Source: an optimization exercise on an open RTL-to-GDS flow (aim: small area). Production flows keep margins and buffers that such runs may drop.
The RTL was checked by simulation tests, not by an equivalence proof against the original design.
Power is estimated from default activity; no workload was simulated.

## crc_frame_enc
module crc_frame_enc (
    input  wire        clk,
    input  wire        rst,         
    input  wire        cmd_valid,
    output wire        cmd_ready,
    input  wire [15:0] cmd,
    output wire        rsp_valid,
    output wire [2:0]  rsp_kind,
    output wire [63:0] rsp_data
);
==> flow/config.mk <==
export PLATFORM = sky130hd
export DESIGN_NAME = crc_frame_enc
export DESIGN_NICKNAME = crc_frame_enc
export VERILOG_FILES = /design/flow/design.v
export SDC_FILE = /design/flow/constraint.sdc
export NUM_CORES = 4
export LEC_CHECK = 0
export CAP_MARGIN = 20
export CORE_MARGIN = 2
export CORE_UTILIZATION = 60
export PLACE_DENSITY = 0.7
export SLEW_MARGIN = 20
==> flow/constraint.sdc <==
create_clock -name core_clock -period 6.5 [get_ports {clk}]
set_input_delay 1.3000 -clock core_clock [delete_from_list [all_inputs] [get_ports {clk}]]
set_output_delay 1.3000 -clock core_clock [all_outputs]
set_load 0.01 [all_outputs]
standard.sh (not shown) runs the stock make flow with config.mk's settings and CLKGATE_MAP_FILE= SYNTH_SCRIPT=/design/flow/synth_recipe.tcl, a recipe that flattens the netlist after the stock synthesis.
==> flow/flow/run.sh <==
#!/bin/bash
# Own layout flow: the standard ORFS flow (standard.sh), changed only in how the
# layout is made:
#  1. ABC maps the standard synthesis's logic with an area script (flow/area.abc)
#     instead of ORFS's speed script, which buffers and upsizes. Every other synthesis
#     step, the registers and their names are those of synth_recipe.tcl.
#  2. Every port still gets a buffer, but a sky130_fd_sc_hd__buf_1.
#  3. CTS inserts no dummy loads; its buffer list and clustering are set below.
# Each tool's full output stays in orfs/logs/ (one log per step); make's output is in
# flow.log.
set -euo pipefail
W=$PWD
F=$W/flow
{ head -n 1 synth_recipe.tcl; cat "$F/abc_proc.tcl"; tail -n +2 synth_recipe.tcl; } > my_synth.tcl
sed "s#$W/synth_recipe.tcl#$W/my_synth.tcl#" standard.sh > my_standard.sh
grep -q my_synth.tcl my_standard.sh
export MY_ABC_SCRIPT=$F/area.abc
export BUFFER_PORTS_ARGS="-buffer_cell sky130_fd_sc_hd__buf_1"
export CTS_ARGS="-sink_clustering_enable -repair_clock_nets -dont_use_dummy_load -buf_list sky130_fd_sc_hd__clkbuf_8 -sink_clustering_size 20 -sink_clustering_max_diameter 50"
bash my_standard.sh > flow.log 2>&1
==> flow/flow/abc_proc.tcl <==
# Map with an area-oriented ABC script instead of ORFS's (which buffers and upsizes for speed).
proc abc {args} {
  set out {}
  set skip 0
  foreach a $args {
    if {$skip} { set skip 0; continue }
    if {$a eq "-script" || $a eq "-D"} { set skip 1; continue }
    lappend out $a
  }
  yosys abc -script $::env(MY_ABC_SCRIPT) {*}$out
}
==> flow/flow/area.abc <==
strash
&get -n
&deepsyn -T 20
&put
strash
&get -n
&dch -f
&nf -R 1000
&put
The first run ran to the end with no violations.
==> next run, changes <==
--- a/flow/design.v
+++ b/flow/design.v
@@ -55,51 +55,50 @@
     wire is_start = (op == 8'h23);
     wire is_next  = (op == 8'h24);
     wire nfmt     = is_rst | is_stat | is_init | is_rd | is_chk | is_new | is_start | is_next;
     wire illegal  = ~(nfmt | is_upd | is_push | is_slot) | (nfmt & ~oz);
     wire ph_fault = (err != 3'd0);
     wire sq10     = (sq == 4'd10);
     wire ph_load  = ~ph_fault & ~cksv;
     wire ph_emit  = ~ph_fault & cksv & ~sq10;
     wire ph_done  = ~ph_fault & cksv & sq10;
     wire [1:0] phase = ph_fault ? PH_FAULT : ph_done ? PH_DONE : cksv ? PH_EMIT : PH_LOAD;
     wire slot_ok   = (opr == 8'd1) | (opr == 8'd2);
-    wire [2:0] code =
-        illegal  ? 3'd4 :
-        is_push  ? (!ph_load ? 3'd3 : wp64 ? 3'd2 : 3'd0) :
-        is_slot  ? (!ph_load ? 3'd3 : slot_ok ? 3'd0 : 3'd1) :
-        is_start ? (ph_fault ? 3'd3 : !wp64 ? 3'd2 : !slotv ? 3'd3 : 3'd0) :
-        is_next  ? ((ph_load | ph_fault) ? 3'd3 : 3'd0) : 3'd0;
+    wire f_seq  = ~illegal & (((is_push | is_slot) & ~ph_load) |
+                              (is_start & (ph_fault | (wp64 & ~slotv))) |
+                              (is_next & (ph_load | ph_fault)));
+    wire f_len  = ~illegal & ((is_push & ph_load & wp64) | (is_start & ~ph_fault & ~wp64));
+    wire f_slot = ~illegal & is_slot & ph_load & ~slot_ok;
+    wire [2:0] code = {illegal, f_len | f_seq, f_slot | f_seq};
     wire fault     = (code != 3'd0);
     wire push_ok   = is_push & ph_load & ~cnt[6];
     wire start_ok  = is_start & ~fault;
     wire next_emit = is_next & ~fault & ph_emit;
     wire init16    = (is_init | is_rst) & oz;   
     wire ser16     = init16 | start_ok;          
     wire ser       = ser16 | is_upd | push_ok;   
     wire       idle   = (mode == M_IDLE);
     wire       run    = (mode == M_RUN);
     wire       scan   = (mode == M_SCAN);
     wire       boot   = (mode == M_BOOT);
-    wire       p_last = (p == RL - 1);
+    wire       p_last = p[9] & p[3] & (p[2:0] == 3'd7);    
     wire [9:0] p_nx   = p_last ? 10'd0 : p + 10'd1;
     wire [2:0] bi     = p[2:0];
     wire       b0     = (bi == 3'd0);
     wire       b7     = (bi == 3'd7);
     wire       n0     = b0 & ~p[3];             
     wire       n15    = b7 & p[3];              
     wire       k0     = b0 & (p[3] == par);     
     wire       k15    = b7 & (p[3] != par);     
     wire       p512   = p[9] & n0;
-    wire [6:0] seq7   = {sq, 3'b000} - {3'b000, sq};
-    wire       alnext = (p_nx == {seq7, 3'b000});
+    wire       alnext = b7 & ((p[9:3] + {3'b000, sq} + 7'd1) == {sq, 3'b000}) | (p_last & (sq == 4'd0));
     wire       fin    = run & p_last;
     wire begin_ser = cmd_valid &
         ((idle & ((is_upd & k0) | (push_ok & b0 & (p[9:3] == cnt)) | (init16 & n0))) |
          ((idle | run) & start_ok & p512));
     wire act   = f | begin_ser;
     wire endp  = ser16 ? n15 : b7;
     wire opbit = opr[bi];
     assign cmd_ready = idle ? (ser ? (f & endp) :
                                (is_rd | is_chk) ? k15 :
                                next_emit ? alnext : 1'b1)
                             : (fin & ((f & is_start) | (is_next & oz)));
Outcome: The new run ran to the end with no violations. Sequential cell count does not change. Core utilization fell by 0.55 points. Clock skew fell by 20 ps. Via count fell by about 2.7%. Cell area fell by about 1.1%. Synthesized cell count fell by about 1.8%. Global-route usage fell by 0.40 points. Total power fell by about 0.7%. Cell count fell by about 1.6%.

* * *

crc_frame_enc, a different RTL version from the one above (not shown whole).
Size in the first run: ~940 cells after synthesis, ~88 I/O pins, roughly 0.014 mm^2 of cells after synthesis.
// crc_frame_enc
module crc_frame_enc (
    input  wire        clk,
    input  wire        rst,         
    input  wire        cmd_valid,
    output wire        cmd_ready,
    input  wire [15:0] cmd,
    output wire        rsp_valid,
    output wire [2:0]  rsp_kind,
    output wire [63:0] rsp_data
);
    localparam integer RL = 528;            
    localparam [3:0] T_OK    = 4'd0;
    localparam [3:0] T_VAL16 = 4'd1;
    localparam [3:0] T_BOOL  = 4'd2;
    localparam [3:0] T_END   = 4'd4;
    localparam [3:0] T_STAT  = 4'd5;
    localparam [1:0] PH_LOAD  = 2'd0;
    localparam [1:0] PH_EMIT  = 2'd1;
    localparam [1:0] PH_DONE  = 2'd2;
    localparam [1:0] PH_FAULT = 2'd3;
    localparam [1:0] M_IDLE = 2'd0;
    localparam [1:0] M_RUN  = 2'd1;         
    localparam [1:0] M_SCAN = 2'd2;         
    localparam [1:0] M_BOOT = 2'd3;         
    reg [RL-1:0] ring;                      
    reg [15:0]   crc;                       
    reg [9:0]    p;
    reg          par;                       
    reg [6:0]    cnt;                       
    reg          slotv, slotb, cksv;
    reg [2:0]    err;                       
    reg [1:0]    mode;
    reg          f;                         
    reg          al;                        
    reg          nz;                        
    reg          rv;                        
    reg [3:0]    rt;
    wire [6:0] wp   = cksv ? 7'd64 : cnt;
    wire [3:0] seq  = cksv ? cnt[3:0] : 4'd0;
    wire       wp64 = cksv | cnt[6];
    wire [3:0] sq   = cnt[3:0];                 
    wire       repv = cksv & (sq != 4'd0);
    wire [7:0] op  = cmd[15:8];
    wire [7:0] opr = cmd[7:0];
    wire       oz  = (opr == 8'h00);
    wire h0 = (op[7:4] == 4'h0), h1 = (op[7:4] == 4'h1), h2 = (op[7:4] == 4'h2);
    wire l0 = (op[3:0] == 4'h0), l1 = (op[3:0] == 4'h1), l2 = (op[3:0] == 4'h2);
    wire l3 = (op[3:0] == 4'h3), l4 = (op[3:0] == 4'h4);
    wire is_rst   = h0 & l1;
  ...
export LEC_CHECK = 0
export CAP_MARGIN = 20
export CORE_MARGIN = 2
export CORE_UTILIZATION = 60
export PLACE_DENSITY = 0.7
export SLEW_MARGIN = 20
create_clock -name core_clock -period 6.5 [get_ports {clk}]
==> flow/flow/run.sh <==
#!/bin/bash
# Own layout flow: the standard ORFS flow (standard.sh), changed only in how the
# layout is made:
#  1. ABC maps the standard synthesis's logic with an area script (flow/area.abc)
#     instead of ORFS's speed script, which buffers and upsizes. Every other synthesis
#     step, the registers and their names are those of synth_recipe.tcl.
#  2. Every port still gets a buffer, but a sky130_fd_sc_hd__buf_1.
#  3. CTS inserts no dummy loads; its buffer list and clustering are set below.
# Each tool's full output stays in orfs/logs/ (one log per step); make's output is in
# flow.log.
set -euo pipefail
W=$PWD
F=$W/flow
{ head -n 1 synth_recipe.tcl; cat "$F/abc_proc.tcl"; tail -n +2 synth_recipe.tcl; } > my_synth.tcl
sed "s#$W/synth_recipe.tcl#$W/my_synth.tcl#" standard.sh > my_standard.sh
grep -q my_synth.tcl my_standard.sh
export MY_ABC_SCRIPT=$F/area.abc
export BUFFER_PORTS_ARGS="-buffer_cell sky130_fd_sc_hd__buf_1"
export CTS_ARGS="-sink_clustering_enable -repair_clock_nets -dont_use_dummy_load -buf_list sky130_fd_sc_hd__clkbuf_8 -sink_clustering_size 20 -sink_clustering_max_diameter 90"
bash my_standard.sh > flow.log 2>&1
Scripts as last shown in full above: flow/flow/abc_proc.tcl, flow/flow/area.abc
The baseline completed without violations.
Edit:
--- a/flow/design.v
+++ b/flow/design.v
@@ -35,36 +35,33 @@
     reg          nz;                        
     reg          rv;                        
     reg [3:0]    rt;
     wire [6:0] wp   = cksv ? 7'd64 : cnt;
     wire [3:0] seq  = cksv ? cnt[3:0] : 4'd0;
     wire       wp64 = cksv | cnt[6];
     wire [3:0] sq   = cnt[3:0];                 
     wire       repv = cksv & (sq != 4'd0);
     wire [7:0] op  = cmd[15:8];
     wire [7:0] opr = cmd[7:0];
     wire       oz  = (opr == 8'h00);
-    wire h0 = (op[7:4] == 4'h0), h1 = (op[7:4] == 4'h1), h2 = (op[7:4] == 4'h2);
-    wire l0 = (op[3:0] == 4'h0), l1 = (op[3:0] == 4'h1), l2 = (op[3:0] == 4'h2);
-    wire l3 = (op[3:0] == 4'h3), l4 = (op[3:0] == 4'h4);
-    wire is_rst   = h0 & l1;
-    wire is_stat  = h0 & l2;
-    wire is_init  = h1 & l0;
-    wire is_upd   = h1 & l1;
-    wire is_rd    = h1 & l2;
-    wire is_chk   = h1 & l3;
-    wire is_new   = h2 & l0;
-    wire is_push  = h2 & l1;
-    wire is_slot  = h2 & l2;
-    wire is_start = h2 & l3;
-    wire is_next  = h2 & l4;
+    wire is_rst   = (op == 8'h01);
+    wire is_stat  = (op == 8'h02);
+    wire is_init  = (op == 8'h10);
+    wire is_upd   = (op == 8'h11);
+    wire is_rd    = (op == 8'h12);
+    wire is_chk   = (op == 8'h13);
+    wire is_new   = (op == 8'h20);
+    wire is_push  = (op == 8'h21);
+    wire is_slot  = (op == 8'h22);
+    wire is_start = (op == 8'h23);
+    wire is_next  = (op == 8'h24);
     wire nfmt     = is_rst | is_stat | is_init | is_rd | is_chk | is_new | is_start | is_next;
     wire illegal  = ~(nfmt | is_upd | is_push | is_slot) | (nfmt & ~oz);
     wire ph_fault = (err != 3'd0);
     wire sq10     = (sq == 4'd10);
     wire ph_load  = ~ph_fault & ~cksv;
     wire ph_emit  = ~ph_fault & cksv & ~sq10;
     wire ph_done  = ~ph_fault & cksv & sq10;
     wire [1:0] phase = ph_fault ? PH_FAULT : ph_done ? PH_DONE : cksv ? PH_EMIT : PH_LOAD;
     wire slot_ok   = (opr == 8'd1) | (opr == 8'd2);
     wire f_seq  = ~illegal & (((is_push | is_slot) & ~ph_load) |
                               (is_start & (ph_fault | (wp64 & ~slotv))) |
Core utilization stays flat.
Setup slack gets worse by 0.21 ns.
Fmax went down by 3.7%.
Clock-buffer cell count is unchanged.
Sequential power hardly moves.
Via count went down by 1.8%.
Area after synthesis went up by 0.35%.
Power stays flat.
First-iteration DRC count went down by 21%.
Sequential share of layout area went down by 0.25 points.
Die area went up by 0.34%.
Critical path depth went up by 1.

-- separate check: timing with driven ports --
The flow's constraints put no driver on any port. The routed layouts listed below were extracted and timed again, unchanged, in two steps.
Step 1: set_driving_cell puts a clkbuf_16 on clk and a buf_2 on each other input, an assumption about the parent block.
Step 2 moves the port delays by t, midway between the first and last clock arrival at a register: inputs arrive t later, outputs are due t later. That takes back most of the time a late clock gives input paths.
Slacks: no drivers / after step 1 / after step 2; pairs: no drivers / after step 1.
run | t (ns) | slack for setup (ns) | worst setup path after step 2 | cell pins on the clock port's net
the first run of note 1 | 0.570 | 0.707 / 0.686 / 0.299 | input to register | 1
the second run of note 1 | 0.567 | 0.807 / 0.785 / 0.562 | input to register | 1
the first run of note 2 | 0.574 | 0.994 / 0.972 / 0.510 | input to register | 1
the second run of note 2 | 0.566 | 0.781 / 0.759 / 0.576 | input to register | 1
After both steps every run listed still meets setup and hold. The setup slack of the first run of note 2, which loses most, moves by -0.022 ns with the drivers and by -0.484 ns with both steps.
